Context: an optimization exercise on an open-source flow, tuned for small area, a short achievable clock period and few clock cycles. The choices shown serve that exercise and are no tape-out recipe.
At most, simulation tests tie the RTL to the original design; equivalence was not proved.
No functional check of the RTL was part of run 5.
No run shown here takes its clock network from TritonCTS; it comes from the design's own scripts or RTL.
The flow treats the clock pin as an ideal source. Dropping or thinning the clock tree relies on that and would not hold on a real chip.
Power figures rest on the tool's default switching activity, not on a simulated workload.

==> flow/design.v <==
module sbi_monitor (
    input  wire         clk,
    input  wire         rst,
    input  wire         svc_start,
    output wire         svc_ready,
    output wire         svc_done,
    output wire         svc_pending,
    output wire         svc_err,
    output wire         mem_req,
    output wire         mem_we,
    output wire         mem_batch,
    output wire [3:0]   mem_word,
    output wire [31:0]  mem_wdata,
    input  wire         mem_ack,
    input  wire         mem_ok,
    input  wire [255:0] mem_rdata,
    output wire         fatal,
    output wire         rst_req_valid,
    output wire [31:0]  rst_req_type,
    output wire [31:0]  rst_req_reason,
    output wire         ev_valid,
    output wire [1:0]   ev_kind,
    output wire [4:0]   ev_len,
    output wire [127:0] ev_line
);
    localparam [31:0] EID_CONSOLE = 32'h0000_0001;
    localparam [31:0] EID_BASE    = 32'h0000_0010;
    localparam [31:0] EID_SRST    = 32'h5352_5354;
    localparam [7:0]  NEWLINE     = 8'h0A;
    reg s_poll, s_read, s_werr, s_wval, s_clr, s_done;
    reg req_q, we_q, w0_q, w3_q, rdy_q;
    reg [1:0] retry;
    reg fatal_q, pend_q, err_q;
    reg c_putc;        
    reg c_nl;          
    reg c_rst;         
    reg c_f1;          
    reg c_v24;         
    reg c_f2;          
    reg c_f3;          
    reg c_f6;          
    reg [7:0]  c_chr;  
    reg [63:0] stg;    
    reg wd_e;          
    reg wd_f1;         
    reg wd_24;         
    reg [7:0] wd_lo;   
    reg [127:0] lb;
    reg [4:0]   len;
    reg         w_pend;    
    reg         nl_pend;   
    reg         r_pend;    
    reg         rv_q;
    reg [31:0]  rt_q, rr_q;
    reg         ev_v;
    reg [1:0]   ev_k;
    wire [31:0] r_eid = mem_rdata[31:0];
    wire [31:0] r_fid = mem_rdata[63:32];
    wire [31:0] r_a0  = mem_rdata[95:64];
    wire fid_hi0  = (r_fid[31:3] == 29'd0);
    wire fid0     = fid_hi0 && (r_fid[2:0] == 3'd0);
    wire is_base  = (r_eid == EID_BASE);
    wire d_putc   = (r_eid == EID_CONSOLE) && fid0;
    wire d_rst    = (r_eid == EID_SRST) && fid0;
    wire d_base   = is_base && fid_hi0 && (r_fid[2:0] != 3'd7);
    wire d_uns    = !(d_putc || d_rst || d_base);
    wire bf0      = is_base && fid0;
    wire bf1      = is_base && fid_hi0 && (r_fid[2:0] == 3'd1);
    wire bf2      = is_base && fid_hi0 && (r_fid[2:0] == 3'd2);
    wire bf3      = is_base && fid_hi0 && (r_fid[2:0] == 3'd3);
    wire bf6      = is_base && fid_hi0 && (r_fid[2:0] == 3'd6);
    wire probe = (stg[31:0] == EID_BASE) || (stg[31:0] == EID_CONSOLE) ||
                 (stg[31:0] == EID_SRST);
    wire [7:0] val_lo = ({8{c_putc}} & c_chr) |
                        {5'd0, c_f2, c_f2, c_f2 | c_f6 | (c_f3 & probe)};
    assign svc_ready   = rdy_q;
    assign svc_done    = s_done;
    assign svc_pending = pend_q;
    assign svc_err     = err_q;
    assign mem_req   = req_q;
    assign mem_we    = we_q;
    assign mem_batch = s_read;
    assign mem_word  = {w3_q, 1'b0, s_wval, w0_q};
    assign mem_wdata = {wd_e,  wd_f1, wd_e,  wd_e,  wd_e,  wd_f1, wd_f1, wd_24,
                        wd_e,  wd_f1, wd_e,  wd_e,  wd_e,  wd_f1, wd_e,  wd_e,
                        wd_e,  wd_f1, wd_e,  wd_e,  wd_f1, wd_f1, wd_e,  wd_f1,
                        wd_lo};
    assign fatal          = fatal_q;
    assign rst_req_valid  = rv_q;
    assign rst_req_type   = rt_q;
    assign rst_req_reason = rr_q;
    assign ev_valid = ev_v;
    assign ev_kind  = ev_k;
    assign ev_len   = len;
    assign ev_line  = {lb[127:64], stg};
    wire start     = svc_start && rdy_q;
    wire poll_nz   = (mem_rdata[31:0] != 32'd0);
    wire fail      = mem_ack && !mem_ok && req_q;
    wire last_fail = fail && (retry == 2'd3);
    wire commit    = s_clr && mem_ack && mem_ok;
    wire fin       = fail || commit || (s_poll && mem_ack && mem_ok && !poll_nz);
    wire adv_read  = s_poll && mem_ack && mem_ok && poll_nz;
    wire adv_werr  = s_read && mem_ack && mem_ok;
    wire adv_wval  = s_werr && mem_ack && mem_ok;
    wire adv_clr   = s_wval && mem_ack && mem_ok;
    integer k;
    always @(posedge clk) begin
        if (rst) begin
            s_poll  <= 1'b0;
            s_read  <= 1'b0;
            s_werr  <= 1'b0;
            s_wval  <= 1'b0;
            s_clr   <= 1'b0;
            s_done  <= 1'b0;
            req_q   <= 1'b0;
            we_q    <= 1'b0;
            w0_q    <= 1'b0;
            w3_q    <= 1'b0;
            rdy_q   <= 1'b1;
            retry   <= 2'd0;
            fatal_q <= 1'b0;
            rv_q    <= 1'b0;
            ev_v    <= 1'b0;
            w_pend  <= 1'b0;
            nl_pend <= 1'b0;
            r_pend  <= 1'b0;
            len     <= 5'd0;
        end else begin
            s_poll <= start || (s_poll && !mem_ack);
            s_read <= adv_read || (s_read && !mem_ack);
            s_werr <= adv_werr || (s_werr && !mem_ack);
            s_wval <= adv_wval || (s_wval && !mem_ack);
            s_clr  <= adv_clr || (s_clr && !mem_ack);
            s_done <= fin;
            req_q  <= start || (req_q && !fin);
            we_q   <= adv_werr || (we_q && !fin);
            w0_q   <= adv_read || adv_werr || ((s_read || s_werr) && !mem_ack);
            w3_q   <= adv_werr || adv_wval || ((s_werr || s_wval) && !mem_ack);
            if (start) begin
                rdy_q  <= 1'b0;
                pend_q <= 1'b0;
                err_q  <= 1'b0;
            end
            if (fin)
                rdy_q <= !last_fail;
            if (s_poll && mem_ack)
                pend_q <= mem_ok && poll_nz;
            if (fail) begin
                err_q <= 1'b1;
                retry <= retry + 2'd1;
            end else if (fin) begin
                retry <= 2'd0;
            end
            if (last_fail)
                fatal_q <= 1'b1;
            ev_v    <= last_fail || (commit && ((c_putc && (c_nl || len[4])) || c_rst));
            w_pend  <= commit && c_putc && !c_nl;
            nl_pend <= commit && c_putc && c_nl;
            r_pend  <= commit && c_rst;
            if (last_fail)
                ev_k <= 2'd2;
            else if (commit)
                ev_k <= {1'b0, c_rst};
            if (nl_pend)
                len <= 5'd0;
            else if (w_pend)
                len <= len[4] ? 5'd1 : len + 5'd1;
            if (r_pend)
                rv_q <= 1'b1;
        end
        wd_e  <= (s_read & d_uns) | (s_werr & !mem_ack & wd_e);
        wd_f1 <= (s_read & d_uns) | (s_werr & (mem_ack ? c_f1 : wd_f1)) |
                 (s_wval & !mem_ack & wd_f1);
        wd_24 <= (s_read & d_uns) | (s_werr & (mem_ack ? c_v24 : wd_24)) |
                 (s_wval & !mem_ack & wd_24);
        wd_lo <= ({8{s_read & d_uns}} & 8'hFE) |
                 ({8{s_werr}} & (mem_ack ? val_lo : wd_lo)) |
                 ({8{s_wval & !mem_ack}} & wd_lo);
        if (s_read) begin
            stg    <= mem_rdata[127:64];
            c_chr  <= r_a0[7:0];
            c_putc <= d_putc;
            c_nl   <= (r_a0[7:0] == NEWLINE);
            c_rst  <= d_rst;
            c_f1   <= bf1;
            c_v24  <= bf0 || bf1;
            c_f2   <= bf2;
            c_f3   <= bf3;
            c_f6   <= bf6;
        end else if (s_clr && c_putc) begin
            stg <= lb[63:0];
        end
        for (k = 0; k < 16; k = k + 1)
            if (w_pend && len[3:0] == k)
                lb[8*k +: 8] <= c_chr;
        if (r_pend) begin
            rt_q <= stg[31:0];
            rr_q <= stg[63:32];
        end
    end
endmodule
==> flow/flow/run.sh <==
#!/bin/bash
# Standard layout with four changes: the smallest buffer on every port,
# timing repair aiming at 6.8 ns of setup slack, the OR cells and the
# 4-input gates (slow in this library) added to the platform's don't-use list, so
# synthesis builds the wide comparisons from NAND/NOR gates, and a two-level clock tree built by
# flow/clock_tree.tcl in place of TritonCTS's three levels.
set -euo pipefail
DONT_USE="sky130_fd_sc_hd__probe_p_8 sky130_fd_sc_hd__probec_p_8 sky130_fd_sc_hd__lpflow_bleeder_1 sky130_fd_sc_hd__lpflow_clkbufkapwr_1 sky130_fd_sc_hd__lpflow_clkbufkapwr_16 sky130_fd_sc_hd__lpflow_clkbufkapwr_2 sky130_fd_sc_hd__lpflow_clkbufkapwr_4 sky130_fd_sc_hd__lpflow_clkbufkapwr_8 sky130_fd_sc_hd__lpflow_clkinvkapwr_1 sky130_fd_sc_hd__lpflow_clkinvkapwr_16 sky130_fd_sc_hd__lpflow_clkinvkapwr_2 sky130_fd_sc_hd__lpflow_clkinvkapwr_4 sky130_fd_sc_hd__lpflow_clkinvkapwr_8 sky130_fd_sc_hd__lpflow_decapkapwr_12 sky130_fd_sc_hd__lpflow_decapkapwr_3 sky130_fd_sc_hd__lpflow_decapkapwr_4 sky130_fd_sc_hd__lpflow_decapkapwr_6 sky130_fd_sc_hd__lpflow_decapkapwr_8 sky130_fd_sc_hd__lpflow_inputiso0n_1 sky130_fd_sc_hd__lpflow_inputiso0p_1 sky130_fd_sc_hd__lpflow_inputiso1n_1 sky130_fd_sc_hd__lpflow_inputiso1p_1 sky130_fd_sc_hd__lpflow_inputisolatch_1 sky130_fd_sc_hd__lpflow_isobufsrc_1 sky130_fd_sc_hd__lpflow_isobufsrc_16 sky130_fd_sc_hd__lpflow_isobufsrc_2 sky130_fd_sc_hd__lpflow_isobufsrc_4 sky130_fd_sc_hd__lpflow_isobufsrc_8 sky130_fd_sc_hd__lpflow_isobufsrckapwr_16 sky130_fd_sc_hd__lpflow_lsbuf_lh_hl_isowell_tap_1 sky130_fd_sc_hd__lpflow_lsbuf_lh_hl_isowell_tap_2 sky130_fd_sc_hd__lpflow_lsbuf_lh_hl_isowell_tap_4 sky130_fd_sc_hd__lpflow_lsbuf_lh_isowell_4 sky130_fd_sc_hd__lpflow_lsbuf_lh_isowell_tap_1 sky130_fd_sc_hd__lpflow_lsbuf_lh_isowell_tap_2 sky130_fd_sc_hd__lpflow_lsbuf_lh_isowell_tap_4 sky130_fd_sc_hd__or2_0 sky130_fd_sc_hd__or2_1 sky130_fd_sc_hd__or2_2 sky130_fd_sc_hd__or2_4 sky130_fd_sc_hd__or2b_1 sky130_fd_sc_hd__or2b_2 sky130_fd_sc_hd__or2b_4 sky130_fd_sc_hd__or3_1 sky130_fd_sc_hd__or3_2 sky130_fd_sc_hd__or3_4 sky130_fd_sc_hd__or3b_1 sky130_fd_sc_hd__or3b_2 sky130_fd_sc_hd__or3b_4 sky130_fd_sc_hd__or4_1 sky130_fd_sc_hd__or4_2 sky130_fd_sc_hd__or4_4 sky130_fd_sc_hd__or4b_1 sky130_fd_sc_hd__or4b_2 sky130_fd_sc_hd__or4b_4 sky130_fd_sc_hd__or4bb_1 sky130_fd_sc_hd__or4bb_2 sky130_fd_sc_hd__or4bb_4 sky130_fd_sc_hd__a2111o_1 sky130_fd_sc_hd__a2111o_2 sky130_fd_sc_hd__a2111o_4 sky130_fd_sc_hd__a2111oi_0 sky130_fd_sc_hd__a2111oi_1 sky130_fd_sc_hd__a2111oi_2 sky130_fd_sc_hd__a2111oi_4 sky130_fd_sc_hd__a41o_1 sky130_fd_sc_hd__a41o_2 sky130_fd_sc_hd__a41o_4 sky130_fd_sc_hd__a41oi_1 sky130_fd_sc_hd__a41oi_2 sky130_fd_sc_hd__a41oi_4 sky130_fd_sc_hd__and4_1 sky130_fd_sc_hd__and4_2 sky130_fd_sc_hd__and4_4 sky130_fd_sc_hd__and4b_1 sky130_fd_sc_hd__and4b_2 sky130_fd_sc_hd__and4b_4 sky130_fd_sc_hd__and4bb_1 sky130_fd_sc_hd__and4bb_2 sky130_fd_sc_hd__and4bb_4 sky130_fd_sc_hd__nand4_1 sky130_fd_sc_hd__nand4_2 sky130_fd_sc_hd__nand4_4 sky130_fd_sc_hd__nand4b_1 sky130_fd_sc_hd__nand4b_2 sky130_fd_sc_hd__nand4b_4 sky130_fd_sc_hd__nand4bb_1 sky130_fd_sc_hd__nand4bb_2 sky130_fd_sc_hd__nand4bb_4 sky130_fd_sc_hd__nor4_1 sky130_fd_sc_hd__nor4_2 sky130_fd_sc_hd__nor4_4 sky130_fd_sc_hd__nor4b_1 sky130_fd_sc_hd__nor4b_2 sky130_fd_sc_hd__nor4b_4 sky130_fd_sc_hd__nor4bb_1 sky130_fd_sc_hd__nor4bb_2 sky130_fd_sc_hd__nor4bb_4 sky130_fd_sc_hd__o2111a_1 sky130_fd_sc_hd__o2111a_2 sky130_fd_sc_hd__o2111a_4 sky130_fd_sc_hd__o2111ai_1 sky130_fd_sc_hd__o2111ai_2 sky130_fd_sc_hd__o2111ai_4 sky130_fd_sc_hd__o41a_1 sky130_fd_sc_hd__o41a_2 sky130_fd_sc_hd__o41a_4 sky130_fd_sc_hd__o41ai_1 sky130_fd_sc_hd__o41ai_2 sky130_fd_sc_hd__o41ai_4"
bash standard.sh "BUFFER_PORTS_ARGS=-buffer_cell sky130_fd_sc_hd__buf_1" SETUP_SLACK_MARGIN=6.8 \
  "DONT_USE_CELLS=$DONT_USE" PRE_CTS_TCL=$(pwd)/flow/clock_tree.tcl finish > standard.log 2>&1
==> flow/flow/clock_tree.tcl <==
# Clock tree built by hand: the clock port drives NCOL column buffers, each
# column buffer drives NROW leaf buffers, each leaf buffer a group of
# flip-flops close together.  Groups come from splitting the flip-flops into
# NCOL columns of equal count by x, then each column into NROW rows by y.
proc build_clock_tree {ncol nrow colcell leafcell} {
  set db [ord::get_db]
  set block [ord::get_db_block]
  set clk [$block findNet clk]
  set mcol [$db findMaster $colcell]
  set mleaf [$db findMaster $leafcell]
  set sinks {}
  foreach it [$clk getITerms] {
    set inst [$it getInst]
    set bb [$inst getBBox]
    set x [expr {([$bb xMin] + [$bb xMax]) / 2}]
    set y [expr {([$bb yMin] + [$bb yMax]) / 2}]
    lappend sinks [list $x $y $it]
  }
  set n [llength $sinks]
  puts "clock sinks: $n"
  set byx [lsort -integer -index 0 $sinks]
  for {set c 0} {$c < $ncol} {incr c} {
    set lo [expr {($c * $n) / $ncol}]
    set hi [expr {(($c + 1) * $n) / $ncol - 1}]
    set col [lsort -integer -index 1 [lrange $byx $lo $hi]]
    set m [llength $col]
    set cnet [odb::dbNet_create $block "clknet_col_$c"]
    $cnet setSigType CLOCK
    set lxs {}; set lys {}
    for {set r 0} {$r < $nrow} {incr r} {
      set lo2 [expr {($r * $m) / $nrow}]
      set hi2 [expr {(($r + 1) * $m) / $nrow - 1}]
      set grp [lrange $col $lo2 $hi2]
      set sx 0; set sy 0
      foreach s $grp { incr sx [lindex $s 0]; incr sy [lindex $s 1] }
      set gx [expr {$sx / [llength $grp]}]
      set gy [expr {$sy / [llength $grp]}]
      set leaf [odb::dbInst_create $block $mleaf "clkbuf_leaf_${c}_${r}"]
      $leaf setLocation $gx $gy
      $leaf setPlacementStatus PLACED
      set lnet [odb::dbNet_create $block "clknet_leaf_${c}_${r}"]
      $lnet setSigType CLOCK
      [$leaf findITerm A] connect $cnet
      [$leaf findITerm X] connect $lnet
      foreach s $grp {
        set it [lindex $s 2]
        $it disconnect
        $it connect $lnet
      }
      lappend lxs $gx; lappend lys $gy
    }
    set sx 0; set sy 0
    foreach x $lxs { incr sx $x }
    foreach y $lys { incr sy $y }
    set cb [odb::dbInst_create $block $mcol "clkbuf_col_$c"]
    $cb setLocation [expr {$sx / $nrow}] [expr {$sy / $nrow}]
    $cb setPlacementStatus PLACED
    [$cb findITerm A] connect $clk
    [$cb findITerm X] connect $cnet
  }
  $clk setSigType CLOCK
}

# Used as ORFS's PRE_CTS hook: build the tree, then stand in for
# clock_tree_synthesis, which cts.tcl calls next, so the rest of the CTS step
# (placement legalisation, timing repair) runs on this tree.
build_clock_tree 4 3 sky130_fd_sc_hd__clkbuf_16 sky130_fd_sc_hd__clkbuf_16
rename clock_tree_synthesis orfs_clock_tree_synthesis
proc clock_tree_synthesis {args} {
  puts "clock tree built by flow/clock_tree.tcl; clock_tree_synthesis $args skipped"
  set_propagated_clock [all_clocks]
}
==> flow/standard.sh <==
#!/bin/bash
# synth_recipe.tcl (not shown) runs the flow's synth.tcl, then flattens the netlist and writes it again
# the make line also repeats each setting of config.mk as NAME=value (left out here)
make -C /OpenROAD-flow-scripts/flow DESIGN_CONFIG=/design/flow/config.mk WORK_HOME=/design/flow/orfs CLKGATE_MAP_FILE= SYNTH_SCRIPT=/design/flow/synth_recipe.tcl "${@:-finish}"
==> flow/config.mk <==
export PLATFORM = sky130hd
export DESIGN_NAME = sbi_monitor
export DESIGN_NICKNAME = sbi_monitor
export VERILOG_FILES = /design/flow/design.v
export SDC_FILE = /design/flow/constraint.sdc
export NUM_CORES = 4
export LEC_CHECK = 0
export ABC_CLOCK_PERIOD_IN_PS = 2000
export CAP_MARGIN = 20
export CORE_MARGIN = 2
export CORE_UTILIZATION = 40
export CTS_CLUSTER_DIAMETER = 80
export CTS_CLUSTER_SIZE = 30
export SLEW_MARGIN = 20
==> flow/constraint.sdc <==
create_clock -name core_clock -period 10.0 [get_ports {clk}]
set_input_delay 2.0000 -clock core_clock [delete_from_list [all_inputs] [get_ports {clk}]]
set_output_delay 2.0000 -clock core_clock [all_outputs]
set_load 0.01 [all_outputs]
==> flow_metrics.tcl, run 1 <==
set metrics [dict create \
    worst_pin_slew_ns 1.11 \
    hold_violations 0 \
    finalSetupViolCount 0 \
    fin_crit_sh 0.313 \
    nets 1310 \
    synth_top_area_cell "edfxtp_1" \
    dr_total_vias 6903 \
    rrSetupSlack_ns 8.06 \
    p_per_area_nw_per_um2 158 \
    firstDrtPassIters 4 \
    async_reset_ff_frac 0 \
    clkTransAtPathRegs_ns 0.10 \
    drt_wl_total_mm 28.5 \
    tns_ns 0 \
    synthesis.area_sq_um 11900 \
    die_h_um 177 \
    avgSynthCellArea_sq_um 15.8 \
    ioPinCount 506 \
    track_usage 0.171 \
    synth.distinct_cells 44 \
    crit_required_ns 8.00 \
    wl_per_cell_um 19.9 \
    r2r_cells 2 \
    ys_ff_latch 311 \
    swShare 0.196 \
    synthFlopType "edfxtp_1" \
    holdPathStages 0 \
    path_cells "buf_1" \
    die_area_sq_um 31200 \
    startpoint_type "flop" \
    synth_edf_count 276 \
    grt_pass1_wl_mm 40.2 \
    ant_nets 0 \
    drt_iter0_markers 435 \
    slew_headroom 0.259 \
    std_cell_rows 63 \
    slowest_delay_ns 0.61 \
    hold_class "reg -> reg" \
    pwr-share-comb 0.030 \
    internal_power_mw 1.72 \
    min_period_ns 3.13 \
    start_util 0.405 \
    holdPathEnd "rr_q[25]" \
    critPathArrivalTime_ns 1.13 \
    criticalPathCategory "reg -> out" \
    syn2layout_area_growth_pct 13.9 \
    ir_worst_vdd_mv 0.0851 \
    yosys-top-cells-area "edfxtp_1, mux2_2, dfxtp_1, buf_4, nor2_1" \
    yosys_warnings 1 \
    final_cell_area_sq_um 13600 \
    pwr-share-seq 0.662 \
    worstPathMaxFanout 18 \
    die_w_um 177 \
    r2r-start "s_read" \
    insertion_delay_ns 0.33 \
    yosysSeqAreaShare 0.753 \
    dpl.hpwl_mm 19.7 \
    overflow 0 \
    slowest_stage "dfxtp_4" \
    skew_ns 0.0213 \
    r2r-end "stg[46]" \
    end_kind "output port" \
    status "no timing/DRC/antenna violations" \
    grt_start_max_net_pins 66 \
    layout-drive-gt1-share 0.0988 \
    diodes 0 \
    max_clock_freq_ghz 0.319 \
    drc 0 \
    grt_pass1_vias 6511 \
    syn_nets 1020 \
    synth_top_area_share 0.694 \
    netlist_instances 754 \
    io_buffer_count 376 \
    routabilityCongestion 0.790 \
    hp-start "stg[57]" \
    worst-path-buf-inv 1 \
    p_sw_uw 419 \
    crit_family "flip-flops" \
    via_per_inst 4.82 \
    antenna_found_initial 0 \
    coreArea_sq_um 29500 \
    dpl_cell_area_sq_um 13100 \
    rsz0062_at_grt "yes" \
    cts_hold_buf 0 \
    pwr-share-clk 0.309 \
    slew_violations 0 \
    leakage_nw 4.19 \
    cap_violations 0 \
]
[area by class of cell]
type | instances | area, sq um
inverter | 13 | 48.8
timing repair buffer | 382 | 1480
tap | 390 | 488
sequential | 311 | 9000
multi-input combinational | 320 | 2180
fill | 2701 | 15900
buffer | 16 | 400
[worst max-delay path by stage]
stage                       start   endpoint  slack, ns  depth (start not counted)
floorplan           mem_rdata[59]       wd_e       6.81                          6
global placement    mem_rdata[59]   wd_lo[3]       6.36                          7
detailed placement  mem_rdata[59]   wd_lo[7]       6.38                          7
CTS                       mem_ack    ev_k[0]       6.80                          6
global route        mem_rdata[59]       c_f3       6.77                          7
finish                     s_read  mem_batch       6.87                          1
[power by group through the flow]
stage	sequential [mW]	combinational, mW	clock [mW]
6_report	1.42	0.0642	0.661
2_1_floorplan	1.45	0.0315	0
5_1_grt	1.42	0.0713	0.719
4_1_cts	1.42	0.0645	0.678
3_5_place_dp	1.45	0.0629	0
3_3_place_gp	1.45	0.0619	0
[cells by family after synthesis]
family,count (synthesis),synth area share
other cells,1,0.000314
buf+inv,123,0.0682
mux,67,0.0631
xor+xnor,1,0.000734
simple gates,180,0.0743
compound gates,66,0.0349
flops,311,0.753
fa+ha+maj,5,0.00524
[stage by stage]
| stage | power, mW | std cells | setup slack, ns | hold WS, ns | utilization |
|---|---|---|---|---|---|
| finish | 2.14 | 1432 | 6.87 | 0.456 | 0.461 |
| floorplan | 1.48 | 754 | 6.81 | 0.424 | - |
| global placement | 1.51 | 1412 | 6.36 | 0.429 | 0.444 |
| CTS | 2.16 | 1430 | 6.80 | 0.455 | 0.459 |
| detailed placement | 1.51 | 1412 | 6.38 | 0.431 | 0.444 |
| global route | 2.21 | 1432 | 6.77 | 0.472 | 0.461 |
[per-layer routing]
metal  part of all wire  GRT usage
met1               0.41      0.222
met2               0.49      0.301
met3              0.069     0.0271
met4              0.028     0.0427
met5                  0          0
[Yosys cell counts (2+ instances only)]
master,n
a22oi_1,9
and2_1,14
clkbuf_1,10
nand3_1,28
mux2_2,66
nor2_1,62
buf_1,4
dfxtp_1,35
nor3_2,3
and3b_1,2
nor3_1,17
o22ai_1,2
buf_2,3
nand2b_1,2
nand3_2,2
a21oi_1,19
a31oi_1,7
ha_1,5
nor3b_1,5
nor2b_1,4
o21ai_0,16
o211ai_1,3
nand2_1,29
inv_1,12
edfxtp_1,276
nand3b_1,2
buf_4,93
and3_1,8
[cell usage in the layout (no fill, tap or decap), types with 3 or more instances in the layout]
cell type  instances
a21oi_1           18
buf_4              3
nor3_1            17
nor3b_1            5
nor2_1            62
nand3_1           28
buf_1            376
a22oi_1            9
clkbuf_16         16
ha_1               5
mux2_2            66
nand2_1           28
inv_1             12
edfxtp_1         276
and3_1             8
a31oi_1            7
and2_1            14
o21ai_0           15
dfxtp_1           33
nor2b_1            4
o211ai_1           3
[registers in the layout (all words and copies together) (netlist names), 2 cells and up]
name / count
wd_lo: 8
stg: 64
lb: 128
rt_q: 32
len: 5
ev_k: 2
retry: 2
rr_q: 32
c_chr: 8
[what timing repair did]
action	in CTS	in global routing
hold endpoints to repair	0	0
pin swaps	2	2
endpoints found under the setup margin	15	18
buffers inserted	2	2
resized for setup	3	6
Testbench counts, summed over its fixed seeds: cycles 6,880.
==> inputs of run 2 (changes only) <==
==> flow/flow/run.sh (replaced) <==
#!/bin/bash
# Standard layout with four changes: the smallest buffer on every port,
# timing repair aiming at 6.9 ns of setup slack, the OR cells and the
# 4-input gates (slow in this library) added to the platform's don't-use list, so
# synthesis builds the wide comparisons from NAND/NOR gates, and a two-level clock tree built by
# flow/clock_tree.tcl in place of TritonCTS's three levels.
set -euo pipefail
DONT_USE="sky130_fd_sc_hd__probe_p_8 sky130_fd_sc_hd__probec_p_8 sky130_fd_sc_hd__lpflow_bleeder_1 sky130_fd_sc_hd__lpflow_clkbufkapwr_1 sky130_fd_sc_hd__lpflow_clkbufkapwr_16 sky130_fd_sc_hd__lpflow_clkbufkapwr_2 sky130_fd_sc_hd__lpflow_clkbufkapwr_4 sky130_fd_sc_hd__lpflow_clkbufkapwr_8 sky130_fd_sc_hd__lpflow_clkinvkapwr_1 sky130_fd_sc_hd__lpflow_clkinvkapwr_16 sky130_fd_sc_hd__lpflow_clkinvkapwr_2 sky130_fd_sc_hd__lpflow_clkinvkapwr_4 sky130_fd_sc_hd__lpflow_clkinvkapwr_8 sky130_fd_sc_hd__lpflow_decapkapwr_12 sky130_fd_sc_hd__lpflow_decapkapwr_3 sky130_fd_sc_hd__lpflow_decapkapwr_4 sky130_fd_sc_hd__lpflow_decapkapwr_6 sky130_fd_sc_hd__lpflow_decapkapwr_8 sky130_fd_sc_hd__lpflow_inputiso0n_1 sky130_fd_sc_hd__lpflow_inputiso0p_1 sky130_fd_sc_hd__lpflow_inputiso1n_1 sky130_fd_sc_hd__lpflow_inputiso1p_1 sky130_fd_sc_hd__lpflow_inputisolatch_1 sky130_fd_sc_hd__lpflow_isobufsrc_1 sky130_fd_sc_hd__lpflow_isobufsrc_16 sky130_fd_sc_hd__lpflow_isobufsrc_2 sky130_fd_sc_hd__lpflow_isobufsrc_4 sky130_fd_sc_hd__lpflow_isobufsrc_8 sky130_fd_sc_hd__lpflow_isobufsrckapwr_16 sky130_fd_sc_hd__lpflow_lsbuf_lh_hl_isowell_tap_1 sky130_fd_sc_hd__lpflow_lsbuf_lh_hl_isowell_tap_2 sky130_fd_sc_hd__lpflow_lsbuf_lh_hl_isowell_tap_4 sky130_fd_sc_hd__lpflow_lsbuf_lh_isowell_4 sky130_fd_sc_hd__lpflow_lsbuf_lh_isowell_tap_1 sky130_fd_sc_hd__lpflow_lsbuf_lh_isowell_tap_2 sky130_fd_sc_hd__lpflow_lsbuf_lh_isowell_tap_4 sky130_fd_sc_hd__or2_0 sky130_fd_sc_hd__or2_1 sky130_fd_sc_hd__or2_2 sky130_fd_sc_hd__or2_4 sky130_fd_sc_hd__or2b_1 sky130_fd_sc_hd__or2b_2 sky130_fd_sc_hd__or2b_4 sky130_fd_sc_hd__or3_1 sky130_fd_sc_hd__or3_2 sky130_fd_sc_hd__or3_4 sky130_fd_sc_hd__or3b_1 sky130_fd_sc_hd__or3b_2 sky130_fd_sc_hd__or3b_4 sky130_fd_sc_hd__or4_1 sky130_fd_sc_hd__or4_2 sky130_fd_sc_hd__or4_4 sky130_fd_sc_hd__or4b_1 sky130_fd_sc_hd__or4b_2 sky130_fd_sc_hd__or4b_4 sky130_fd_sc_hd__or4bb_1 sky130_fd_sc_hd__or4bb_2 sky130_fd_sc_hd__or4bb_4 sky130_fd_sc_hd__a2111o_1 sky130_fd_sc_hd__a2111o_2 sky130_fd_sc_hd__a2111o_4 sky130_fd_sc_hd__a2111oi_0 sky130_fd_sc_hd__a2111oi_1 sky130_fd_sc_hd__a2111oi_2 sky130_fd_sc_hd__a2111oi_4 sky130_fd_sc_hd__a41o_1 sky130_fd_sc_hd__a41o_2 sky130_fd_sc_hd__a41o_4 sky130_fd_sc_hd__a41oi_1 sky130_fd_sc_hd__a41oi_2 sky130_fd_sc_hd__a41oi_4 sky130_fd_sc_hd__and4_1 sky130_fd_sc_hd__and4_2 sky130_fd_sc_hd__and4_4 sky130_fd_sc_hd__and4b_1 sky130_fd_sc_hd__and4b_2 sky130_fd_sc_hd__and4b_4 sky130_fd_sc_hd__and4bb_1 sky130_fd_sc_hd__and4bb_2 sky130_fd_sc_hd__and4bb_4 sky130_fd_sc_hd__nand4_1 sky130_fd_sc_hd__nand4_2 sky130_fd_sc_hd__nand4_4 sky130_fd_sc_hd__nand4b_1 sky130_fd_sc_hd__nand4b_2 sky130_fd_sc_hd__nand4b_4 sky130_fd_sc_hd__nand4bb_1 sky130_fd_sc_hd__nand4bb_2 sky130_fd_sc_hd__nand4bb_4 sky130_fd_sc_hd__nor4_1 sky130_fd_sc_hd__nor4_2 sky130_fd_sc_hd__nor4_4 sky130_fd_sc_hd__nor4b_1 sky130_fd_sc_hd__nor4b_2 sky130_fd_sc_hd__nor4b_4 sky130_fd_sc_hd__nor4bb_1 sky130_fd_sc_hd__nor4bb_2 sky130_fd_sc_hd__nor4bb_4 sky130_fd_sc_hd__o2111a_1 sky130_fd_sc_hd__o2111a_2 sky130_fd_sc_hd__o2111a_4 sky130_fd_sc_hd__o2111ai_1 sky130_fd_sc_hd__o2111ai_2 sky130_fd_sc_hd__o2111ai_4 sky130_fd_sc_hd__o41a_1 sky130_fd_sc_hd__o41a_2 sky130_fd_sc_hd__o41a_4 sky130_fd_sc_hd__o41ai_1 sky130_fd_sc_hd__o41ai_2 sky130_fd_sc_hd__o41ai_4"
bash standard.sh "BUFFER_PORTS_ARGS=-buffer_cell sky130_fd_sc_hd__buf_1" SETUP_SLACK_MARGIN=6.9 \
  "DONT_USE_CELLS=$DONT_USE" PRE_CTS_TCL=$(pwd)/flow/clock_tree.tcl finish > standard.log 2>&1
--- a/flow/config.mk
+++ b/flow/config.mk
@@ -10,3 +10,3 @@
 export CORE_MARGIN = 2
-export CORE_UTILIZATION = 40
+export CORE_UTILIZATION = 55
 export CTS_CLUSTER_DIAMETER = 80
==> run 2 against run 1 <==
Die area shrank 27%; global-route usage grew 6.6 points; utilization grew 18 points; wire length grew 1.8%; maximum frequency is essentially flat; clock skew shrank 0.0079 ns; synthesized cell count is the same; flip-flop and latch count is the same; hold slack lost 0.00086 ns; critical path depth grew 7; power shrank 0.62%; sequential share of layout area grew 0.50 points.
==> flow_metrics.tcl, run 2 <==
set metrics [dict create \
    hold_class "reg -> reg" \
    netlist_instances 754 \
    worstPathMaxFanout 10 \
    slowest_stage "o32ai_4" \
    track_usage 0.237 \
    cap_violations 0 \
    synth_top_area_cell "edfxtp_1" \
    pwr-share-comb 0.031 \
    p_per_area_nw_per_um2 158 \
    ant_nets 0 \
    std_cell_rows 53 \
    grt_start_max_net_pins 75 \
    swShare 0.191 \
    largest_registers "lb (128), stg (64)" \
    firstDrtPassIters 4 \
    r2r-start "s_read" \
    coreArea_sq_um 21200 \
    hold_violations 0 \
    p_sw_uw 406 \
    die_w_um 151 \
    slew_violations 0 \
    drt_iter0_markers 430 \
    avgSynthCellArea_sq_um 15.8 \
    critPathArrivalTime_ns 3.33 \
    ioPinCount 506 \
    critPathLaunch "mem_rdata[59]" \
    synth_top_area_share 0.694 \
    tns_ns 0 \
    drc 0 \
    endpoint "wd_f1" \
    hp-start "stg[52]" \
    synthesis.area_sq_um 11900 \
    drt_wl_total_mm 29.0 \
    ys_ff_latch 311 \
    yosysMostFrequentCell "edfxtp_1" \
    pwr-share-clk 0.303 \
    insertion_delay_ns 0.31 \
    rrSetupSlack_ns 8.00 \
    layout-drive-gt1-share 0.110 \
    yosys-top-cells-area "edfxtp_1, mux2_2, dfxtp_1, buf_4, nor2_1" \
    syn_nets 1020 \
    die_area_sq_um 22900 \
    largest_register "lb" \
    dpl.hpwl_mm 21.1 \
    pwr-share-seq 0.665 \
    io_buffer_count 376 \
    die_h_um 151 \
    grt_pass1_wl_mm 39.2 \
    antenna_found_initial 3 \
    final_cell_mix "buf_1, edfxtp_1, mux2_2, nor2_1, dfxtp_1" \
    min_period_ns 3.13 \
    worst_pin_slew_ns 1.11 \
    routabilityCongestion 0.823 \
    skew_ns 0.0134 \
    ir_worst_vdd_mv 0.120 \
    max_clock_freq_ghz 0.319 \
    criticalPathCategory "in -> reg" \
    via_per_inst 5.26 \
    dr_total_vias 6935 \
    slowest_delay_ns 0.31 \
    synth_edf_count 276 \
    finalSetupViolCount 0 \
    final_common_cell "buf_1" \
    fin_crit_sh 0.313 \
    r2r-end "stg[41]" \
    largest_reg_flops 128 \
    wl_per_cell_um 22.0 \
    start_util 0.564 \
    synthFlopType "edfxtp_1" \
    rsz0062_at_grt "yes" \
    yosysSeqAreaShare 0.753 \
    synth.distinct_cells 44 \
    grt_pass1_vias 6417 \
    yosys_warnings 1 \
    r2r_cells 2 \
    overflow 0 \
    startpoint_type "input pin" \
    async_reset_ff_frac 0 \
    clkTransAtPathRegs_ns 0.10 \
    slew_headroom 0.262 \
    crit_required_ns 10.19 \
    nets 1309 \
    internal_power_mw 1.72 \
    syn2layout_area_growth_pct 13.1 \
    yosys-top-cells-count "edfxtp_1, buf_4, mux2_2" \
    path_cells "buf_1, nor3_2, nand3_1, nor3_4, nand3_2, o32ai_4, buf_12, o21ai_0" \
    power_mw 2.13 \
    status "no timing/DRC/antenna violations" \
    end_kind "flop" \
    leakage_nw 4.19 \
]
-- run 2: changes by cell type in the layout (fill, tap and decap cells not counted), sizes merged --
| cell | change |
|---|---|
| diode | +3 |
| buf | -1 |
-- run 2: how the worst min path moves through the flow --
stage | slack, ns | cells after the start | endpoint
after floorplan | 0.42 | 1 | w_pend
after CTS | 0.46 | 0 | rr_q[3]
final | 0.46 | 0 | rr_q[20]
after global routing | 0.46 | 0 | rr_q[3]
after detailed placement | 0.43 | 0 | rr_q[3]
after global placement | 0.43 | 0 | rr_q[27]
-- run 2: repair_timing --
action | CTS | global route
resized for setup | 7 | 12
gates cloned | 0 | 0
pin swaps | 3 | 1
hold buffers | 0 | 0
endpoints found under the setup margin | 18 | 43
setup buffers | 1 | 2
-- run 2: critical path, delay by kind of cell --
| family | cells | cell delay [ns] |
|---|---|---|
| simple gates | 4 | 0.70 |
| compound gates | 2 | 0.39 |
| buf+inv | 2 | 0.24 |
-- run 2: cell families after synthesis --
| family | count (synthesis) | share of synthesized area |
|---|---|---|
| AND/OR/NAND/NOR | 180 | 0.0743 |
| multiplexers | 67 | 0.0631 |
| flip-flops | 311 | 0.753 |
| buffers and inverters | 123 | 0.0682 |
| AO/OA/AOI/OAI | 66 | 0.0349 |
| XOR/XNOR | 1 | 0.000734 |
| other | 1 | 0.000314 |
| adder cells (fa/ha/maj) | 5 | 0.00524 |
-- run 2: layout make-up --
class	count	area (sq um)
tap	275	344
sequential	311	9000
fill	1617	7660
multi-input combinational	320	2220
antenna	3	7.51
inverter	13	48.8
buffer	16	400
timing repair buffer	381	1470
-- run 2: metal layers --
| layer | wire length [um] | up-vias | share of wire | GRT usage |
|---|---|---|---|---|
| met4 | 867 | 2 | 0.030 | 0.0617 |
| met2 | 14900 | 284 | 0.51 | 0.421 |
| met1 | 10500 | 3371 | 0.36 | 0.291 |
| met3 | 2720 | 31 | 0.094 | 0.0578 |
| met5 | 11 | - | 0.00038 | 0 |
| li1 | - | 3247 | - | - |
-- run 2: power groups by stage --
stage,registers [mW],logic (mW),clock network (mW)
after floorplan,1.45,0.0319,0
after global placement,1.45,0.0642,0
after detailed placement,1.45,0.0649,0
after CTS,1.42,0.0658,0.657
after global routing,1.42,0.0744,0.695
final,1.42,0.0666,0.646
-- run 2: stage by stage --
| step | std cells | hold slack (ns) | setup slack, ns | cell area, sq um | utilization |
|---|---|---|---|---|---|
| floorplan | 754 | 0.424 | 6.84 | 12000 | - |
| global placement | 1297 | 0.430 | 6.42 | 13000 | 0.614 |
| detailed placement | 1297 | 0.434 | 6.40 | 13000 | 0.614 |
| CTS | 1314 | 0.456 | 6.85 | 13400 | 0.635 |
| global route | 1316 | 0.463 | 6.75 | 13500 | 0.638 |
| finish | 1319 | 0.455 | 6.87 | 13500 | 0.638 |
==> inputs of run 3 (changes only) <==
--- a/flow/config.mk
+++ b/flow/config.mk
@@ -10,3 +10,3 @@
 export CORE_MARGIN = 2
-export CORE_UTILIZATION = 55
+export CORE_UTILIZATION = 40
 export CTS_CLUSTER_DIAMETER = 80
==> run 3 against run 2 <==
Still clean; synthesized cell count unchanged; hold slack lost 0.0023 ns; clock skew up 0.0028 ns; combinational power increased by 1%; area after synthesis is the same; cell area rose by 1.2%; sequential power is essentially flat; wire length down 2.8%; clock power up 2%; power rose by 0.64%; critical endpoint is now wd_lo[3].
==> flow_metrics.tcl, run 3 <==
set metrics [dict create \
    dpl.hpwl_mm 19.7 \
    skew_ns 0.0162 \
    drc 0 \
    dp_cells 1413 \
    wl_per_cell_um 19.7 \
    yosys-top-cells-area "edfxtp_1, mux2_2, dfxtp_1, buf_4, nor2_1" \
    worstPathMaxFanout 10 \
    status "no timing/DRC/antenna violations" \
    async_reset_ff_frac 0 \
    holdWs_ns 0.453 \
    insertion_delay_ns 0.32 \
    track_usage 0.169 \
    criticalPathCategory "in -> reg" \
    synthesis.area_sq_um 11900 \
    die_area_sq_um 31200 \
    largest_register "lb" \
    dpl_cell_area_sq_um 13100 \
    layout-drive-gt1-share 0.114 \
    crit_family "simple AND/OR/NAND/NOR gates" \
    critPathArrivalTime_ns 3.26 \
    via_per_inst 4.80 \
    syn_nets 1020 \
    startpoint_type "input pin" \
    min_period_ns 3.06 \
    path_cells "buf_1, nor3_2, nand3_2, nor3_4, nand3_2, o32ai_4, buf_12, o21ai_0" \
    synth_top_area_cell "edfxtp_1" \
    yosys-top-cells-count "edfxtp_1, buf_4, mux2_2" \
    cts_hold_buf 0 \
    nets 1310 \
    netlist_instances 754 \
    end_kind "flop" \
    hold_class "reg -> reg" \
    start_util 0.405 \
    ioPinCount 506 \
    grt_pass1_wl_mm 39.7 \
    coreArea_sq_um 29500 \
    std_cell_rows 63 \
    slew_headroom 0.370 \
    final_cells 1432 \
    clkTransAtPathRegs_ns 0.10 \
    worst-path-buf-inv 2 \
    hold_violations 0 \
    max_clock_freq_ghz 0.327 \
    worst_pin_slew_ns 0.945 \
    antenna_found_initial 1 \
    synth.distinct_cells 44 \
    drt_wl_total_mm 28.2 \
    yosys_warnings 1 \
    final_common_cell "buf_1" \
    synth_top_area_share 0.694 \
    leakage_nw 4.21 \
    diodes 0 \
    ys_ff_latch 311 \
    power_mw 2.14 \
    rsz0062_at_grt "yes" \
    crit_required_ns 10.20 \
    final_cell_mix "buf_1, edfxtp_1, mux2_2, nor2_1, dfxtp_1" \
    dr_total_vias 6878 \
    synth_edf_count 276 \
    largest_registers "lb (128), stg (64)" \
    p_per_area_nw_per_um2 157 \
    ant_nets 0 \
    syn2layout_area_growth_pct 14.4 \
    ir_worst_vdd_mv 0.105 \
    fin_crit_sh 0.306 \
    die_w_um 177 \
    synthFlopType "edfxtp_1" \
    slew_violations 0 \
    yosysSeqAreaShare 0.753 \
    firstDrtPassIters 5 \
    drt_iter0_markers 425 \
    avgSynthCellArea_sq_um 15.8 \
    yosysMostFrequentCell "edfxtp_1" \
    overflow 0 \
    largest_reg_flops 128 \
    slowest_delay_ns 0.26 \
    slowest_stage "o32ai_4" \
    grt_start_max_net_pins 69 \
    final_cell_area_sq_um 13700 \
    routabilityCongestion 0.801 \
    io_buffer_count 376 \
    finalSetupViolCount 0 \
    die_h_um 177 \
    cap_violations 0 \
    crit_top_cell "nand3_2" \
    grt_pass1_vias 6485 \
    tns_ns 0 \
]
run 3: cell types whose count changed in the layout (fill, tap and decap cells not counted), moves of 2 or more:
cell	delta
nor2b_2	-2
diode_2	-3
nor2_2	+2
dfxtp_1	+2
nand3_1	-2
nor2b_1	+2
dfxtp_2	-2
nor2_1	-3
nand3_2	+2
run 3: per-layer routing:
layer / vias to the layer above / GRT usage / share of wire / wire length (um)
met1: 3306 / 0.214 / 0.40 / 11300
met3: 30 / 0.0324 / 0.079 / 2220
met4: 2 / 0.0344 / 0.023 / 655
met2: 299 / 0.302 / 0.50 / 14000
met5: - / 0 / 0.00053 / 15
li1: 3241 / - / - / -
run 3: report_power, final:
group          internal [mW]  switching [mW]
logic                 0.0285          0.0389
clock network          0.290           0.370
registers               1.41          0.0107
run 3: final timing paths:
kind              depth (start not counted)  slack, ns     startpoint  endpoint
hold reg to reg                           0       0.45        stg[62]  rr_q[30]
hold / removal                            0       0.45        stg[62]  rr_q[30]
setup / recovery                          8       6.94  mem_rdata[62]  wd_lo[3]
setup reg to reg                          4       7.75         s_read      w3_q
run 3: kinds of logic (layout without fill, tap and decap cells):
group                    after synthesis  count (layout)  share of synthesized area
adder cells (fa/ha/maj)                5               5                    0.00524
other                                  1               1                   0.000314
multiplexers                          67              67                     0.0631
AND/OR/NAND/NOR                      180             180                     0.0743
XOR/XNOR                               1               1                   0.000734
buffers and inverters                123             411                     0.0682
AO/OA/AOI/OAI                         66              66                     0.0349
flip-flops                           311             311                      0.753
run 3: area by class of cell:
cell class	instances	area (sq um)
plain buffers	16	400
fillers	2668	15800
inverters	13	48.8
multi-input cells	320	2250
flip-flops and latches	311	9000
well taps	390	488
repair buffers	382	1470
run 3: metrics by stage:
step	setup slack, ns	util
3_5_place_dp	6.38	0.446
6_report	6.94	0.463
2_1_floorplan	6.84	-
5_1_grt	6.82	0.463
3_3_place_gp	6.38	0.446
4_1_cts	6.88	0.462
run 3: timing repair:
action,4_1_cts,5_1_grt
setup buffers,3,0
pin swaps,3,8
hold endpoints to repair,0,0
gates resized for setup,11,10
setup endpoints to repair,24,31
==> inputs of run 4 (changes only) <==
--- a/flow/config.mk
+++ b/flow/config.mk
@@ -7,3 +7,3 @@
 export LEC_CHECK = 0
-export ABC_CLOCK_PERIOD_IN_PS = 2000
+export ABC_AREA = 1
 export CAP_MARGIN = 20
@@ -11,4 +11,2 @@
 export CORE_UTILIZATION = 40
-export CTS_CLUSTER_DIAMETER = 80
-export CTS_CLUSTER_SIZE = 30
 export SLEW_MARGIN = 20
==> run 4 against run 3 <==
Cell count is 15% higher; flip-flop and latch count stayed put; worst setup slack better by 0.045 ns; wire length is 2.8% higher; die area is 1.5% higher; clock skew is 0.0077 ns higher; register-to-register slack better by 0.24 ns; combinational power is 4.7% lower; power is 0.31% lower; first-iteration DRC count is 4.9% higher; critical endpoint is now mem_batch.
==> flow_metrics.tcl, run 4 <==
set metrics [dict create \
    status "no timing/DRC/antenna violations" \
    synthFlopType "edfxtp_1" \
    largest_reg_flops 128 \
    dr_total_vias 7635 \
    worstPathMaxFanout 13 \
    final_cell_mix "buf_1, edfxtp_1, nand2_1, nor2_1, inv_1" \
    hold_violations 0 \
    critPathArrivalTime_ns 1.01 \
    syn2layout_area_growth_pct 13.2 \
    skew_ns 0.0239 \
    routabilityCongestion 0.824 \
    slew_violations 0 \
    ys_ff_latch 311 \
    end_kind "output port" \
    criticalPathCategory "reg -> out" \
    rsz0062_at_grt "no" \
    worst-path-buf-inv 1 \
    wl_per_cell_um 17.7 \
    synth_edf_count 276 \
    ir_worst_vdd_mv 0.0912 \
    grt_pass1_vias 7110 \
    seq_area_sq_um 9000 \
    grt_pass1_wl_mm 41.3 \
    ant_nets 0 \
    layout-drive-gt1-share 0.0423 \
    drc 0 \
    final_common_cell "buf_1" \
    cap_violations 0 \
    antenna_found_initial 0 \
    path_cells "buf_1" \
    fillers 2778 \
    die_h_um 178 \
    worst_pin_slew_ns 1.03 \
    pwr-share-clk 0.308 \
    hold_class "reg -> reg" \
    yosysMostFrequentCell "edfxtp_1" \
    nets 1521 \
    synthesis.area_sq_um 12100 \
    avgSynthCellArea_sq_um 12.5 \
    tns_ns 0 \
    track_usage 0.172 \
    coreArea_sq_um 29700 \
    slowest_delay_ns 0.51 \
    largest_register "lb" \
    largest_registers "lb (128), stg (64)" \
    dpl.hpwl_mm 20.3 \
    insertion_delay_ns 0.33 \
    dpl_cell_area_sq_um 13300 \
    min_period_ns 3.01 \
    diodes 0 \
    synth_top_area_cell "edfxtp_1" \
    swShare 0.196 \
    pwr-share-comb 0.030 \
    ioPinCount 506 \
    die_w_um 178 \
    leakage_nw 4.68 \
    fin_crit_sh 0.301 \
    startpoint_type "flop" \
    internal_power_mw 1.72 \
    synth.distinct_cells 35 \
    slew_headroom 0.315 \
    p_per_area_nw_per_um2 156 \
    via_per_inst 4.65 \
    max_clock_freq_ghz 0.332 \
    slowest_stage "dfxtp_4" \
    yosys_warnings 1 \
    final_cell_area_sq_um 13700 \
    yosys-top-cells-count "edfxtp_1, nand2_1, nor2_1" \
    io_buffer_count 376 \
    async_reset_ff_frac 0 \
    finalSetupViolCount 0 \
    netlist_instances 966 \
    multi_input_area_sq_um 2190 \
    crit_required_ns 8.00 \
    start_util 0.408 \
    yosys-top-cells-area "edfxtp_1, nand2_1, dfxtp_1, buf_4, nor2_1" \
    std_cell_rows 63 \
    yosysSeqAreaShare 0.742 \
    die_area_sq_um 31700 \
    power_mw 2.14 \
    clkTransAtPathRegs_ns 0.10 \
    overflow 0 \
    drt_wl_total_mm 29.0 \
    pwr-share-seq 0.661 \
    grt_start_max_net_pins 68 \
    firstDrtPassIters 4 \
    p_sw_uw 419 \
    syn_nets 1232 \
    crit_family "flip-flops" \
    synth_top_area_share 0.684 \
    drt_iter0_markers 446 \
]
run 4: repair_timing:
action                                  in CTS  in global routing
setup buffers                                1                  0
gates resized for setup                      0                  1
endpoints found under the setup margin       1                 14
hold buffers                                 0                  0
run 4: logic make-up (layout without fill, tap and decap cells):
family | after synthesis | in the layout | share of synthesized area
fa+ha+maj | 5 | 5 | 0.00516
compound gates | 40 | 40 | 0.0207
other cells | 1 | 1 | 0.000309
flops | 311 | 311 | 0.742
buf+inv | 160 | 447 | 0.0786
xor+xnor | 1 | 1 | 0.000723
simple gates | 448 | 448 | 0.153
run 4: per-stage QoR:
step	hold WS (ns)	std cells	util	setup WS, ns
2_1_floorplan	0.432	966	-	7.10
3_3_place_gp	0.433	1626	0.448	6.79
3_5_place_dp	0.435	1626	0.448	6.75
4_1_cts	0.451	1643	0.461	6.91
5_1_grt	0.464	1643	0.461	6.92
6_report	0.444	1643	0.461	6.99
run 4: cell type report:
type                       instances  area share
tap                              390      0.0356
timing repair buffer             381       0.106
buffer                            16      0.0292
inverter                          50      0.0137
sequential                       311       0.656
multi-input combinational        495       0.159
run 4: worst paths after layout:
kind | end | startpoint | depth (start not counted) | slack, ns
worst max register to register | stg[39] | c_putc | 3 | 7.99
worst min register to register | rr_q[5] | stg[37] | 0 | 0.44
worst max-delay path | mem_batch | s_read | 1 | 6.99
worst min-delay path | rr_q[5] | stg[37] | 0 | 0.44
run 4: per-layer routing:
layer | vias to the layer above | GRT usage | share of wire
li1 | 3700 | - | -
met1 | 3602 | 0.229 | 0.42
met2 | 307 | 0.303 | 0.49
met3 | 26 | 0.0220 | 0.068
met4 | 0 | 0.0355 | 0.021
met5 | - | 0 | 0
run 4: power by group through the flow:
stage	sequential, mW	clock, mW	combinational [mW]
5_1_grt	1.41	0.706	0.0728
4_1_cts	1.41	0.678	0.0649
6_report	1.41	0.659	0.0642
3_5_place_dp	1.44	0	0.0638
3_3_place_gp	1.44	0	0.0634
2_1_floorplan	1.44	0	0.0288
==> inputs of run 5 (changes only) <==
--- a/flow/design.v
+++ b/flow/design.v
@@ -31,2 +31,3 @@
     reg req_q, we_q, w0_q, w3_q, rdy_q;
+    reg b_q;           
     reg [1:0] retry;
@@ -55,3 +56,3 @@
     reg         ev_v;
-    reg [1:0]   ev_k;
+    reg         ev_k0;     
     wire [31:0] r_eid = mem_rdata[31:0];
@@ -81,3 +82,3 @@
     assign mem_we    = we_q;
-    assign mem_batch = s_read;
+    assign mem_batch = b_q;
     assign mem_word  = {w3_q, 1'b0, s_wval, w0_q};
@@ -92,3 +93,3 @@
     assign ev_valid = ev_v;
-    assign ev_kind  = ev_k;
+    assign ev_kind  = {fatal_q, ev_k0};
     assign ev_len   = len;
@@ -159,6 +160,2 @@
             r_pend  <= commit && c_rst;
-            if (last_fail)
-                ev_k <= 2'd2;
-            else if (commit)
-                ev_k <= {1'b0, c_rst};
             if (nl_pend)
@@ -170,2 +167,4 @@
         end
+        b_q   <= adv_read || (s_read && !mem_ack);
+        ev_k0 <= commit && c_rst;
         wd_e  <= (s_read & d_uns) | (s_werr & !mem_ack & wd_e);
==> run 5 against run 4 <==
Still clean on timing, DRC and antenna; utilization is 0.18 points lower; combinational power shrank 3.9%; critical path depth unchanged; power shrank 0.30%; first-iteration DRC count up 8.3%; global-route usage decreased by 0.33 points; wire length is 1.8% lower; cell area decreased by 0.38%; via count shrank 0.42%; sequential power hardly changed; area after synthesis shrank 0.11%; critical endpoint is now ev_line[28]; largest cell class unchanged.
==> flow_metrics.tcl, run 5 <==
set metrics [dict create \
    hold_violations 0 \
    path_cells "buf_1" \
    yosys-top-cells-count "edfxtp_1, nand2_1, nor2_1" \
    min_period_ns 3.01 \
    grt_pass1_wl_mm 40.4 \
    avgSynthCellArea_sq_um 12.5 \
    hold_class "reg -> reg" \
    via_per_inst 4.64 \
    leakage_nw 4.69 \
    holdWs_ns 0.449 \
    insertion_delay_ns 0.32 \
    synthFlopType "edfxtp_1" \
    slowest_delay_ns 0.52 \
    antenna_found_initial 0 \
    yosysMostFrequentCell "edfxtp_1" \
    yosys-top-cells-area "edfxtp_1, nand2_1, dfxtp_1, buf_4, nor2_1" \
    worst_pin_slew_ns 1.03 \
    final_cell_mix "buf_1, edfxtp_1, nand2_1, nor2_1, inv_1" \
    synth_edf_count 274 \
    dr_total_vias 7603 \
    coreArea_sq_um 29700 \
    status "no timing/DRC/antenna violations" \
    syn_nets 1232 \
    drt_wl_total_mm 28.5 \
    finalSetupViolCount 0 \
    synth.distinct_cells 36 \
    die_w_um 178 \
    drc 0 \
    wl_per_cell_um 17.4 \
    power_mw 2.13 \
    synthesis.area_sq_um 12100 \
    ir_worst_vdd_mv 0.0785 \
    clkTransAtPathRegs_ns 0.10 \
    layout-drive-gt1-share 0.0345 \
    max_clock_freq_ghz 0.332 \
    largest_registers "lb (128), stg (64)" \
    synth_top_area_cell "edfxtp_1" \
    ant_nets 0 \
    startpoint_type "flop" \
    fillers 2785 \
    cap_violations 0 \
    drt_iter0_markers 483 \
    grt_start_max_net_pins 82 \
    skew_ns 0.0163 \
    worst-path-buf-inv 1 \
    crit_required_ns 8.00 \
    routabilityCongestion 0.824 \
    cts_hold_buf 0 \
    grt_pass1_vias 7010 \
    start_util 0.407 \
    dpl.hpwl_mm 19.8 \
    io_buffer_count 376 \
    die_h_um 178 \
    p_per_area_nw_per_um2 156 \
    std_cell_rows 63 \
    ys_ff_latch 311 \
    track_usage 0.169 \
    end_kind "output port" \
    nets 1516 \
    crit_family "flip-flops" \
    fin_crit_sh 0.301 \
    overflow 0 \
    fin_util 0.460 \
    async_reset_ff_frac 0 \
    tns_ns 0 \
    netlist_instances 966 \
    critPathArrivalTime_ns 1.01 \
    criticalPathCategory "reg -> out" \
    yosys_warnings 1 \
    rsz0062_at_grt "no" \
    final_common_cell "buf_1" \
    die_area_sq_um 31700 \
    syn2layout_area_growth_pct 12.9 \
    worstPathMaxFanout 4 \
    synth_top_area_share 0.680 \
    largest_reg_flops 128 \
    yosysSeqAreaShare 0.741 \
    ioPinCount 506 \
    firstDrtPassIters 4 \
    slew_headroom 0.315 \
    slowest_stage "edfxtp_1" \
    slew_violations 0 \
    largest_register "lb" \
]
==> run 5: kinds of logic after synthesis <==
| kind of cell | Yosys count | share of synthesized area |
|---|---|---|
| simple gates | 445 | 0.152 |
| flops | 311 | 0.741 |
| buf+inv | 163 | 0.0802 |
| compound gates | 41 | 0.0214 |
| fa+ha+maj | 5 | 0.00517 |
| other cells | 1 | 0.000310 |
==> run 5: metrics by stage <==
step | worst slack [ns] | area [sq um] | std cells
global route | 6.91 | 13700 | 1638
finish | 6.99 | 13700 | 1639
detailed placement | 6.71 | 13300 | 1622
floorplan | 7.09 | 12100 | 966
global placement | 6.70 | 13300 | 1622
CTS | 6.91 | 13700 | 1638
==> run 5: worst paths after layout <==
kind              cells past startpoint  slack, ns     endpoint     from
hold / removal                        0       0.45      rr_q[6]  stg[38]
setup reg to reg                      3       7.68      stg[38]   s_read
setup / recovery                      1       6.99  ev_line[28]  stg[28]
hold reg to reg                       0       0.45      rr_q[6]  stg[38]
==> run 5: layer usage <==
metal	wire length, um	vias to the layer above	global-route usage
met4	635	0	0.0342
li1	-	3687	-
met5	0	-	0
met1	11900	3572	0.225
met2	13800	321	0.295
met3	2220	23	0.0236
==> run 5: report_power, final <==
group          switching, mW  leakage, nW  internal, mW
Sequential            0.0108         2.79          1.40
Combinational         0.0387         1.71        0.0230
Clock                  0.365        0.197         0.290
Total                  0.414         4.69          1.72
==> run 5: area by class of cell <==
| class | instances | area, sq um | share of cell area |
|---|---|---|---|
| Buffer | 16 | 400 | 0.0293 |
| Tap cell | 390 | 488 | 0.0357 |
| Multi-Input combinational cell | 492 | 2170 | 0.159 |
| Sequential cell | 311 | 8980 | 0.657 |
| Timing Repair Buffer | 378 | 1430 | 0.104 |
| Inverter | 51 | 191 | 0.0140 |
| Antenna cell | 1 | 2.50 | 0.000183 |
==> run 5: timing repair <==
item | CTS | global route
endpoints found under the hold margin | 0 | 0
buffers inserted | 0 | 0
endpoints found under the setup margin | 0 | 14
gates resized for setup | 0 | 1
==> inputs of run 6 (changes only) <==
--- a/flow/design.v
+++ b/flow/design.v
@@ -40,3 +40,3 @@
     reg c_f2;          
-    reg c_f3;          
+    reg c_p3;          
     reg c_f6;          
@@ -72,6 +72,5 @@
     wire bf6      = is_base && fid_hi0 && (r_fid[2:0] == 3'd6);
-    wire probe = (stg[31:0] == EID_BASE) || (stg[31:0] == EID_CONSOLE) ||
-                 (stg[31:0] == EID_SRST);
+    wire probe    = (r_a0 == EID_BASE) || (r_a0 == EID_CONSOLE) || (r_a0 == EID_SRST);
     wire [7:0] val_lo = ({8{c_putc}} & c_chr) |
-                        {5'd0, c_f2, c_f2, c_f2 | c_f6 | (c_f3 & probe)};
+                        {5'd0, c_f2, c_f2, c_f2 | c_f6 | c_p3};
     assign svc_ready   = rdy_q;
@@ -186,3 +185,3 @@
             c_f2   <= bf2;
-            c_f3   <= bf3;
+            c_p3   <= bf3 && probe;
             c_f6   <= bf6;
==> run 6 against run 5 <==
Clock skew up 0.011 ns; via count fell by 1.5%; utilization is 0.13 points lower; largest power group unchanged.
==> flow_metrics.tcl, run 6 <==
set metrics [dict create \
    ys_ff_latch 311 \
    cp.depth 1 \
    leakage_nw 4.62 \
    tns_ns 0 \
    routabilityCongestion 0.795 \
    firstDrtPassIters 5 \
    pwr-share-clk 0.308 \
    synthMuxAreaShare 0 \
    nets 1487 \
    yosys.area_share.adder 0.00523 \
    slowest_delay_ns 0.47 \
    io_buffer_count 376 \
    synth.distinct_cells 29 \
    drt_iter0_markers 436 \
    slew_headroom 0.273 \
    avgSynthCellArea_sq_um 12.8 \
    finalSetupViolCount 0 \
    final_common_cell "buf_1" \
    p_sw_uw 420 \
    worstPathMaxFanout 7 \
    die_area_sq_um 31300 \
    synth_compound_area_frac 0.0310 \
    ant_nets 0 \
    drt_wl_total_mm 29.4 \
    wl_per_cell_um 18.3 \
    largest_reg_flops 128 \
    yosys_warnings 1 \
    die_h_um 177 \
    yosys-top-cells-count "edfxtp_1, nand2_1, buf_4" \
    die_w_um 177 \
    synthFlopType "edfxtp_1" \
    hold_violations 0 \
    ioPinCount 506 \
    start_util 0.405 \
    clkTransAtPathRegs_ns 0.10 \
    largest_register "lb" \
    fin_crit_sh 0.300 \
    syn_nets 1201 \
    crit_required_ns 8.00 \
    fin_util 0.458 \
    internal_power_mw 1.72 \
    synth_top_area_share 0.687 \
    holdPathEnd "rt_q[15]" \
    status "no timing/DRC/antenna violations" \
    slowest_stage "dfxtp_1" \
    yosysMostFrequentCell "edfxtp_1" \
    slew_violations 0 \
    synth_top_area_cell "edfxtp_1" \
    criticalPathCategory "reg -> out" \
    crit_family "flip-flops" \
    min_period_ns 3.00 \
    synthSimpleGateAreaFrac 0.127 \
    grt_pass1_wl_mm 41.6 \
    path_cells "buf_1" \
    skew_ns 0.0270 \
    r2r-start "len[0]" \
    worst-path-buf-inv 1 \
    startpoint_type "flop" \
    antenna_found_initial 0 \
    final_cell_mix "buf_1, edfxtp_1, nand2_1, nor2_1, inv_1" \
    pwr-share-comb 0.032 \
    rsz0062_at_grt "no" \
    syn2layout_area_growth_pct 13.2 \
    async_reset_ff_frac 0 \
    synth_edf_count 274 \
    diodes 0 \
    hp-start "stg[15]" \
    coreArea_sq_um 29600 \
    critPathArrivalTime_ns 1.00 \
    overflow 0 \
    rrSetupSlack_ns 7.94 \
    largest_registers "lb (128), stg (64)" \
    synthesis.area_sq_um 12000 \
    p_per_area_nw_per_um2 158 \
    cap_violations 0 \
    power_mw 2.14 \
    via_per_inst 4.65 \
    yosysSeqAreaShare 0.749 \
    drc 0 \
    r2r-end "lb[56]" \
    end_kind "output port" \
    r2r_cells 3 \
    dr_total_vias 7489 \
    track_usage 0.177 \
    insertion_delay_ns 0.33 \
    grt_pass1_vias 7055 \
    worst_pin_slew_ns 1.09 \
    cts_hold_buf 0 \
    synth_top_family_by_area "simple AND/OR/NAND/NOR gates" \
    synthXorXnorAreaFrac 0.000732 \
    pwr-share-seq 0.660 \
    std_cell_rows 63 \
    holdPathStages 0 \
    grt_start_max_net_pins 88 \
    max_clock_freq_ghz 0.334 \
    netlist_instances 935 \
    yosys-top-cells-area "edfxtp_1, nand2_1, dfxtp_1, buf_4, nor2_1" \
    hold_class "reg -> reg" \
    layout-drive-gt1-share 0.0369 \
    swShare 0.196 \
    ir_worst_vdd_mv 0.0813 \
    dpl.hpwl_mm 20.8 \
]
==> run 6: cell count changes after synthesis, sizes merged, moves of 2 or more <==
cell / before / now
a21oi: 18 / 15
a221oi: 0 / 2
inv: 50 / 67
nand3: 27 / 29
nand2b: 10 / 6
a22o: 2 / 7
nor2: 116 / 102
o21ai: 12 / 40
a32o: 5 / 0
nand2: 278 / 223
clkbuf: 12 / 10
==> run 6: stage by stage <==
| step | instance area, sq um | hold slack [ns] | setup slack (ns) | cells |
|---|---|---|---|---|
| global route | 13500 | 0.471 | 6.90 | 1609 |
| finish | 13500 | 0.457 | 7.00 | 1609 |
| CTS | 13500 | 0.456 | 6.95 | 1609 |
| global placement | 13100 | 0.434 | 6.61 | 1593 |
| floorplan | 12000 | 0.426 | 7.07 | 935 |
| detailed placement | 13100 | 0.433 | 6.62 | 1593 |
==> run 6: metal layers <==
metal,GRT usage,vias to the layer above,share of wire
met5,0,-,0
met4,0.0430,0,0.027
met3,0.0288,34,0.078
met2,0.311,346,0.49
met1,0.229,3507,0.40
li1,-,3602,-
==> run 6: worst max path at each step <==
stage           endpoint     startpoint
2_1_floorplan       c_f1  mem_rdata[19]
5_1_grt             c_p3  mem_rdata[71]
3_5_place_dp        c_p3  mem_rdata[71]
6_report       ev_len[0]         len[0]
4_1_cts             c_p3  mem_rdata[71]
3_3_place_gp        c_p3  mem_rdata[71]
==> run 6: area by class of cell <==
| type | count | area (sq um) |
|---|---|---|
| Timing Repair Buffer | 379 | 1430 |
| Sequential cell | 311 | 8970 |
| Inverter | 67 | 251 |
| Buffer | 16 | 400 |
| Tap cell | 390 | 488 |
| Fill cell | 2737 | 16000 |
| Multi-Input combinational cell | 446 | 2000 |
==> run 6: power groups by stage <==
stage | clock network (mW) | logic [mW] | registers, mW
global route | 0.710 | 0.0779 | 1.41
finish | 0.657 | 0.0685 | 1.41
detailed placement | 0 | 0.0687 | 1.44
floorplan | 0 | 0.0303 | 1.44
CTS | 0.676 | 0.0690 | 1.41
global placement | 0 | 0.0675 | 1.44
==> run 6: what timing repair did <==
action                                  in CTS  in global routing
endpoints found under the setup margin       2                  7
buffers inserted                             0                  0
resized for setup                            1                  4
==> run 6: kinds of logic after synthesis <==
| logic type | Yosys count |
|---|---|
| AO/OA/AOI/OAI | 66 |
| XOR/XNOR | 1 |
| adder cells (fa/ha/maj) | 5 |
| buffers and inverters | 178 |
| flip-flops | 311 |
| other | 1 |
| AND/OR/NAND/NOR | 373 |
Testbench counts of run 6, summed over its fixed seeds: cycles 6,880.

==> port drivers added, routing unchanged <==
In the flow no input, the clock included, has a driving cell. The finished layouts below were timed again as built, in two steps.
Step 1, drivers: a clkbuf_16 drives clk and a buf_2 each remaining input, both assumed.
Step 2 adds t to the input delays and takes it off the output delays; t is the mean of the earliest and latest rising clock arrival at the registers after step 1. Input paths then give back, and output paths get back, about the clock's delay inside the block.
Slacks: ideal ports / drivers / drivers and shift; pairs: ideal ports / drivers.
run | t (ns) | slack for setup (ns) | worst hold slack (ns) | worst slew at a driven data input, ns
run 1 | 0.400 | 6.869 / 6.785 / 6.569 | 0.456 / 0.456 / 0.456 | 0.07
run 2 | 0.394 | 6.869 / 6.920 / 6.531 | 0.455 / 0.455 / 0.455 | 0.08
run 3 | 0.398 | 6.944 / 6.884 / 6.609 | 0.453 / 0.453 / 0.453 | 0.08
run 4 | 0.395 | 6.989 / 6.909 / 6.745 | 0.444 / 0.445 / 0.445 | 0.06
run 5 | 0.396 | 6.986 / 6.904 / 6.726 | 0.449 / 0.449 / 0.449 | 0.07
run 6 | 0.395 | 7.003 / 6.921 / 6.669 | 0.457 / 0.457 / 0.457 | 0.08
After both steps setup and hold are still met in every run listed. The setup slack of run 2, which loses most, moves by +0.051 ns with the drivers and by -0.338 ns with both steps.
